Context: an optimization exercise on an open-source flow, tuned for small area, a short achievable clock period and few clock cycles. The choices shown serve that exercise and are no tape-out recipe. Where RTL was checked, it was by simulation tests only, not by an equivalence proof against the original. No activity file was given, so power comes from the tool's default toggle rates.

// spa
module spa (
  input  wire        clk,
  input  wire        rst,         
  output wire        ready,       
  input  wire        reg_rd,
  input  wire        reg_wr,
  input  wire [7:0]  reg_addr,
  input  wire [31:0] reg_wdata,
  output reg  [31:0] rdata,
  input  wire        cmd_valid,
  input  wire [63:0] cmd_word,
  output wire        err_o
);
  localparam [31:0] ID_VALUE     = 32'h5350_4131;
  localparam [31:0] CONFIG_VALUE = 32'h0000_0610;
  localparam integer MK = 4;                   
  localparam integer DK = 2;                   
  localparam integer MC = 32 / MK;             
  localparam integer DC = (33 + DK - 1) / DK;  
  localparam integer QW = DC * DK;             
  localparam [5:0]   MC_LAST = MC - 1;
  localparam [5:0]   DC_LAST = DC - 1;
  reg [31:0] pos;
  reg [15:0] frac;
  reg [31:0] delta;
  reg [31:0] lbeg;
  reg [31:0] lend;
  reg        dir;           
  reg        stopped;
  reg        disowned;
  reg [5:0]  handle;
  reg [2:0]  status;        
  reg        err;           
  reg [63:0] chact;
  reg          busy;
  reg          rdy;         
  reg          ph_m, ph_m0, ph_p1, ph_p2, ph_d, ph_f;
  reg [5:0]    cnt;
  reg          is_nl, is_fw, is_pp, back;
  reg          illegal;
  reg          lorder;      
  reg [31:0]   len;         
  reg          fin;         
  reg [32:0]   A;
  reg [QW-1:0] Q;
  assign ready = rdy;
  assign err_o = err;
  wire acc_wr  = ~busy & reg_wr;
  wire acc_cmd = ~busy & cmd_valid;
  wire [32+MK-1:0] mul_sum = {{MK{1'b0}}, A[31:0]} + delta * Q[MK-1:0];
  reg [32:0]   d_a;
  reg [QW-1:0] d_q;
  reg [33:0]   d_sh;
  reg [33:0]   d_df;
  integer k;
  always @* begin
    d_a = A;
    d_q = Q;
    for (k = 0; k < DK; k = k + 1) begin
      d_sh = {d_a, d_q[QW-1]};
      d_df = d_sh + ({2'b00, len} ^ {34{~d_a[32]}}) + {33'd0, ~d_a[32]};
      d_a  = d_df[32:0];
      d_q  = {d_q[QW-2:0], ~d_df[33]};
    end
  end
  wire [31:0] r4716 = {A[15:0], Q[31:16]};
  wire        c48   = back & ~|r4716 & (Q[15:0] < ~frac);
  wire        rneg  = A[32];                  
  wire        q0    = Q[0];
  ...
Size in the first run: roughly 3900 cells after synthesis, ~370 flip-flops, ~140 I/O pins, ~31000 µm² of cells after synthesis.
export LEC_CHECK = 0
export CAP_MARGIN = 20
export CORE_MARGIN = 2
export CORE_UTILIZATION = 40
export SETUP_SLACK_MARGIN = 5
export SLEW_MARGIN = 20
create_clock -name core_clock -period 10.0 [get_ports {clk}]
run.sh (not shown) runs the stock make flow with config.mk's settings and CLKGATE_MAP_FILE= SYNTH_SCRIPT=/design/flow/synth_recipe.tcl, a recipe that flattens the netlist after the stock synthesis.
Testbench counts at the start, summed over its fixed seeds: cycles 97,156.
Edit:
--- a/flow/design.v
+++ b/flow/design.v
@@ -9,15 +9,15 @@
   output reg  [31:0] rdata,
   input  wire        cmd_valid,
   input  wire [63:0] cmd_word,
   output wire        err_o
 );
   localparam [31:0] ID_VALUE     = 32'h5350_4131;
   localparam [31:0] CONFIG_VALUE = 32'h0000_0610;
-  localparam integer MK = 4;                   
+  localparam integer MK = 8;                   
   localparam integer DK = 2;                   
   localparam integer MC = 32 / MK;             
   localparam integer DC = (33 + DK - 1) / DK;  
   localparam integer QW = DC * DK;             
   localparam [5:0]   MC_LAST = MC - 1;
   localparam [5:0]   DC_LAST = DC - 1;
   reg [31:0] pos;
@@ -36,50 +36,53 @@
   reg          rdy;         
   reg          ph_m, ph_m0, ph_p1, ph_p2, ph_d, ph_f;
   reg [5:0]    cnt;
   reg          is_nl, is_fw, is_pp, back;
   reg          illegal;
   reg          lorder;      
   reg [31:0]   len;         
+  reg [33:0]   len3;        
+  reg          ph_m1;
   reg          fin;         
   reg [32:0]   A;
   reg [QW-1:0] Q;
   assign ready = rdy;
   assign err_o = err;
   wire acc_wr  = ~busy & reg_wr;
   wire acc_cmd = ~busy & cmd_valid;
   wire [32+MK-1:0] mul_sum = {{MK{1'b0}}, A[31:0]} + delta * Q[MK-1:0];
-  reg [32:0]   d_a;
-  reg [QW-1:0] d_q;
-  reg [33:0]   d_sh;
-  reg [33:0]   d_df;
-  integer k;
-  always @* begin
-    d_a = A;
-    d_q = Q;
-    for (k = 0; k < DK; k = k + 1) begin
-      d_sh = {d_a, d_q[QW-1]};
-      d_df = d_sh + ({2'b00, len} ^ {34{~d_a[32]}}) + {33'd0, ~d_a[32]};
-      d_a  = d_df[32:0];
-      d_q  = {d_q[QW-2:0], ~d_df[33]};
-    end
-  end
+  wire        d_s0  = A[32];
+  wire [33:0] d_r1  = {A, Q[QW-1]} + ({2'b00, len} ^ {34{~d_s0}}) + {33'd0, ~d_s0};
+  wire [34:0] d_4r  = {A, Q[QW-1], Q[QW-2]};
+  wire [34:0] d_kp  = d_s0 ? {3'b000, len} : ~{1'b0, len3};
+  wire [34:0] d_kn  = d_s0 ? {1'b0, len3} : ~{3'b000, len};
+  wire [34:0] d_cp  = d_4r + d_kp + {34'd0, ~d_s0};
+  wire [34:0] d_cn  = d_4r + d_kn + {34'd0, ~d_s0};
+  wire        d_n1  = d_r1[33];
+  wire [34:0] d_r2  = d_n1 ? d_cn : d_cp;
+  wire [32:0]   d_a = d_r2[32:0];
+  wire [QW-1:0] d_q = {Q[QW-3:0], ~d_n1, ~d_r2[34]};
   wire [31:0] r4716 = {A[15:0], Q[31:16]};
   wire        c48   = back & ~|r4716 & (Q[15:0] < ~frac);
   wire        rneg  = A[32];                  
   wire        q0    = Q[0];
   wire        sel_b = is_fw | (q0 ^ back);    
   reg  [33:0] xa, xb;
   reg         xinv, xc;
   always @* begin
     if (ph_m0) begin
       xa = {2'b00, lend};
       xb = {2'b00, lbeg};
       xinv = 1'b1;
       xc   = 1'b1;
+    end else if (ph_m1) begin
+      xa = {2'b00, len};
+      xb = {1'b0, len, 1'b0};
+      xinv = 1'b0;
+      xc   = 1'b0;
     end else if (ph_p1) begin
       xa = {2'b00, pos};
       xb = {1'b0, c48, r4716};
       xinv = back;
       xc   = back;
     end else if (ph_p2) begin
       xa = back ? {2'b00, lbeg} : {2'b00, A[31:0]};
@@ -140,14 +143,15 @@
       A <= d_a;
       Q <= d_q;
     end
     if (ph_m0) begin
       len    <= xs[31:0];
       lorder <= xs[33];
     end
+    if (ph_m1) len3 <= xs;
   end
   always @(posedge clk) begin
     if (rst) begin
       pos      <= 32'd0;
       frac     <= 16'd0;
       delta    <= 32'd0;
       lbeg     <= 32'd0;
@@ -159,14 +163,15 @@
       status   <= 3'd0;
       err      <= 1'b0;
       chact    <= 64'd0;
       busy     <= 1'b0;
       rdy      <= 1'b1;
       ph_m     <= 1'b0;
       ph_m0    <= 1'b0;
+      ph_m1    <= 1'b0;
       ph_p1    <= 1'b0;
       ph_p2    <= 1'b0;
       ph_d     <= 1'b0;
       ph_f     <= 1'b0;
       cnt      <= 6'd0;
       fin      <= 1'b0;
     end else begin
@@ -191,14 +196,15 @@
           end
           6'h10: chact[31:0]  <= reg_wdata;
           6'h11: chact[63:32] <= reg_wdata;
           default: ;
         endcase
       end
       ph_m0 <= acc_cmd;
+      ph_m1 <= ph_m0;
       ph_p2 <= ph_p1;
       ph_f  <= ph_d & (cnt == DC_LAST);
       if (acc_cmd) begin
         busy <= 1'b1;
         rdy  <= 1'b0;
         ph_m <= 1'b1;
         cnt  <= 6'd0;
Power is lower by well over a third.
Clock power is higher by roughly a tenth.
Register-to-register slack loses 0.04 ns.
Sequential cell count rises by 35.
Hold slack barely changes.
Critical path depth rises by 5.
Only the layout flow was run in the second run of this note; the RTL was not checked for function there.


lane 1:
Another version of the RTL of spa (not shown whole).
For scale: ~3,700 cells after synthesis, roughly 140 I/O pins, ~0.032 sq mm of cells after synthesis.
==> flow/design.v (excerpt) <==
module spa (
  input  wire        clk,
  input  wire        rst,         
  output wire        ready,       
  input  wire        reg_rd,
  input  wire        reg_wr,
  input  wire [7:0]  reg_addr,
  input  wire [31:0] reg_wdata,
  output wire [31:0] rdata,
  input  wire        cmd_valid,
  input  wire [63:0] cmd_word,
  output wire        err_o
);
export LEC_CHECK = 0
export CAP_MARGIN = 20
export CORE_MARGIN = 2
export CORE_UTILIZATION = 40
export SETUP_SLACK_MARGIN = 5
export SLEW_MARGIN = 20
create_clock -name core_clock -period 10.0 [get_ports {clk}]
standard.sh (not shown) runs the stock make flow with config.mk's settings and CLKGATE_MAP_FILE= SYNTH_SCRIPT=/design/flow/synth_recipe.tcl, a recipe that flattens the netlist after the stock synthesis.
==> flow/flow/run.sh <==
#!/bin/bash
# The standard layout (standard synthesis unchanged) with the smallest buffer
# on every port instead of the default delay-buffer cell. Each tool's output
# goes to a log file in the work folder.
set -euo pipefail
bash standard.sh "BUFFER_PORTS_ARGS=-buffer_cell sky130_fd_sc_hd__buf_1" finish > standard_flow.log 2>&1
[inputs] lane 2 vs lane 1
-- flow/design.v --
<<< lane 1, line 15
  localparam [31:0] CONFIG_VALUE = 32'h0000_0610;
  localparam [3:0] MC_LAST = 4'd7;      
  localparam [3:0] DC_LAST = 4'd15;     
  reg [31:0] pos;
  reg [15:0] frac;
>>> lane 2, line 15
  localparam [31:0] CONFIG_VALUE = 32'h0000_0610;
  localparam [3:0] MC_LAST = 4'd7;      
  localparam [3:0] DC_LAST = 4'd14;     
  reg [31:0] pos;
  reg [15:0] frac;
<<< lane 1, line 47
  wire [32:0] d_a0  = A;
  wire        d_s0  = d_a0[32];
  wire [33:0] d_r1  = {d_a0, Q[31]} + ({2'b00, len} ^ {34{~d_s0}}) + {33'd0, ~d_s0};
  wire [34:0] d_4r  = {d_a0, Q[31], Q[30]};
  wire [34:0] d_kp  = d_s0 ? {3'b000, len} : ~{1'b0, len3};
  wire [34:0] d_kn  = d_s0 ? {1'b0, len3} : ~{3'b000, len};
>>> lane 2, line 47
  wire [32:0] d_a0  = A;
  wire        d_s0  = d_a0[32];
  wire        d_b1  = ph_d0 ? Q[29] : Q[31];
  wire        d_b2  = ph_d0 ? Q[28] : Q[30];
  wire [33:0] d_r1  = {d_a0, d_b1} + ({2'b00, len} ^ {34{~d_s0}}) + {33'd0, ~d_s0};
  wire [34:0] d_4r  = {d_a0, d_b1, d_b2};
  wire [34:0] d_kp  = d_s0 ? {3'b000, len} : ~{1'b0, len3};
  wire [34:0] d_kn  = d_s0 ? {1'b0, len3} : ~{3'b000, len};
<<< lane 1, line 87
  wire f_ppz   = ~illegal & is_pp & bnd_r & ~lorder & lzero;
  wire f_any   = illegal | f_lord | f_ppz;
  wire may_fault = illegal | (~is_nl & lorder) | (is_pp & lzero);
  wire [15:0] f1 = back ? ~Q[15:0] : Q[15:0];
>>> lane 2, line 89
  wire f_ppz   = ~illegal & is_pp & bnd_r & ~lorder & lzero;
  wire f_any   = illegal | f_lord | f_ppz;
  wire       l_small = ~|len[31:3];
  wire [2:0] x_v     = xs[32:30];
  reg  [2:0] x_top;
  always @* begin
    x_top = x_v;
    if (l_small)
      case (len[2:0])
        3'd1: x_top = 3'd0;
        3'd2: x_top = {2'b00, x_v[0]};
        3'd3: x_top = (x_v >= 3'd6) ? x_v - 3'd6 : (x_v >= 3'd3) ? x_v - 3'd3 : x_v;
        3'd4: x_top = {1'b0, x_v[1:0]};
        3'd5: x_top = (x_v >= 3'd5) ? x_v - 3'd5 : x_v;
        3'd6: x_top = (x_v >= 3'd6) ? x_v - 3'd6 : x_v;
        3'd7: x_top = (x_v == 3'd7) ? 3'd0 : x_v;
        default: x_top = x_v;
      endcase
  end
  wire may_fault = illegal | (~is_nl & lorder) | (is_pp & lzero);
  wire [15:0] f1 = back ? ~Q[15:0] : Q[15:0];
<<< lane 1, line 125
      A <= xs[32:0];
    end else if (ph_p2) begin
      A <= {32'd0, xs[32] & (len != 32'd1)};
      Q <= xs[31:0];
    end else if (ph_d) begin
      A <= d_r2[32:0];
      Q <= {Q[29:0], ~d_n1, ~d_r2[34]};
    end
    if (ph_m0) begin
>>> lane 2, line 144
      A <= xs[32:0];
    end else if (ph_p2) begin
      A <= {30'd0, x_top};
      Q <= xs[31:0];
    end else if (ph_d) begin
      A <= d_r2[32:0];
      Q <= ph_d0 ? {Q[27:0], 4'd0} : {Q[29:0], 2'd0};
    end
    if (ph_m0) begin
<<< lane 1, line 217
      end
      if (ph_p2) ph_d <= 1'b1;
      if (ph_d & (cnt == DC_LAST)) ph_d <= 1'b0;
      if (ph_f) begin
        rdy  <= 1'b1;
>>> lane 2, line 236
      end
      if (ph_p2) ph_d <= 1'b1;
      if (ph_d & (cnt == DC_LAST)) begin
        ph_d <= 1'b0;
        cnt  <= 4'd0;
      end
      if (ph_f) begin
        rdy  <= 1'b1;
### Flow results
Lane 2 vs lane 1 on total length of routed wires: lane 2 is the higher one.
Summary of lane 2 over lane 1: summed instance area of the synthesized netlist has decreased, number of flip-flops and latches has remained practically unchanged.
Delta (lane 2 minus lane 1): proportion of power drawn by the clock network went up; buffers inserted during post-CTS setup optimization saw an increase; placed standard-cell area now sits at about the same level.
Lane 2 ends up with a met2 demand-to-capacity share in global routing that is 1.2 points higher than in lane 1.
Worst slew slack as a fraction of its limit, lane 1 and lane 2: lower on lane 1
First-pass GRT wire length is lower on lane 1
Taking lane 1 as the reference, in lane 2 fraction of area in clock buffers and inverters up 0.42 points; maximum frequency down 5.9%; register share of the cell area down 1.2 points; floorplan die area down about 0.4%; relative contribution of combinational cells to total power down 7.5 points.
Function was not checked in any run of this note: the RTL went through the layout flow alone.

static timing again, ports no longer ideal:
In the flow no input, the clock included, has a driving cell. The finished layouts below were timed again as built, in two steps.
Step 1 (the two cells are an assumption about what drives the block):
set clk [get_ports {clk}]
set_driving_cell -lib_cell sky130_fd_sc_hd__clkbuf_16 $clk
set_driving_cell -lib_cell sky130_fd_sc_hd__buf_2 [delete_from_list [all_inputs] $clk]
Step 2 also shifts input and output timing later by t, the mid clock arrival at the registers, as if the neighbouring blocks saw the same clock.
Slacks: no drivers / after step 1 / after step 2; pairs: no drivers / after step 1.
run | shift t [ns] | slack for setup (ns) | slew at the worst register clock pin (ns) | worst slew at a driven data input, ns | cell pins on the clock port's net
the first run of note 1 | 0.679 | 4.404 / 4.404 / 4.404 | 0.07 / 0.07 | 0.05 | 1
the second run of note 1 | 0.698 | 4.360 / 4.360 / 4.360 | 0.07 / 0.07 | 0.14 | 1
lane 1 | 0.641 | 4.957 / 4.957 / 4.957 | 0.08 / 0.08 | 0.06 | 1
lane 2 | 0.665 | 4.642 / 4.642 / 4.642 | 0.07 / 0.07 | 0.07 | 1
After both steps setup and hold are still met in every run listed.
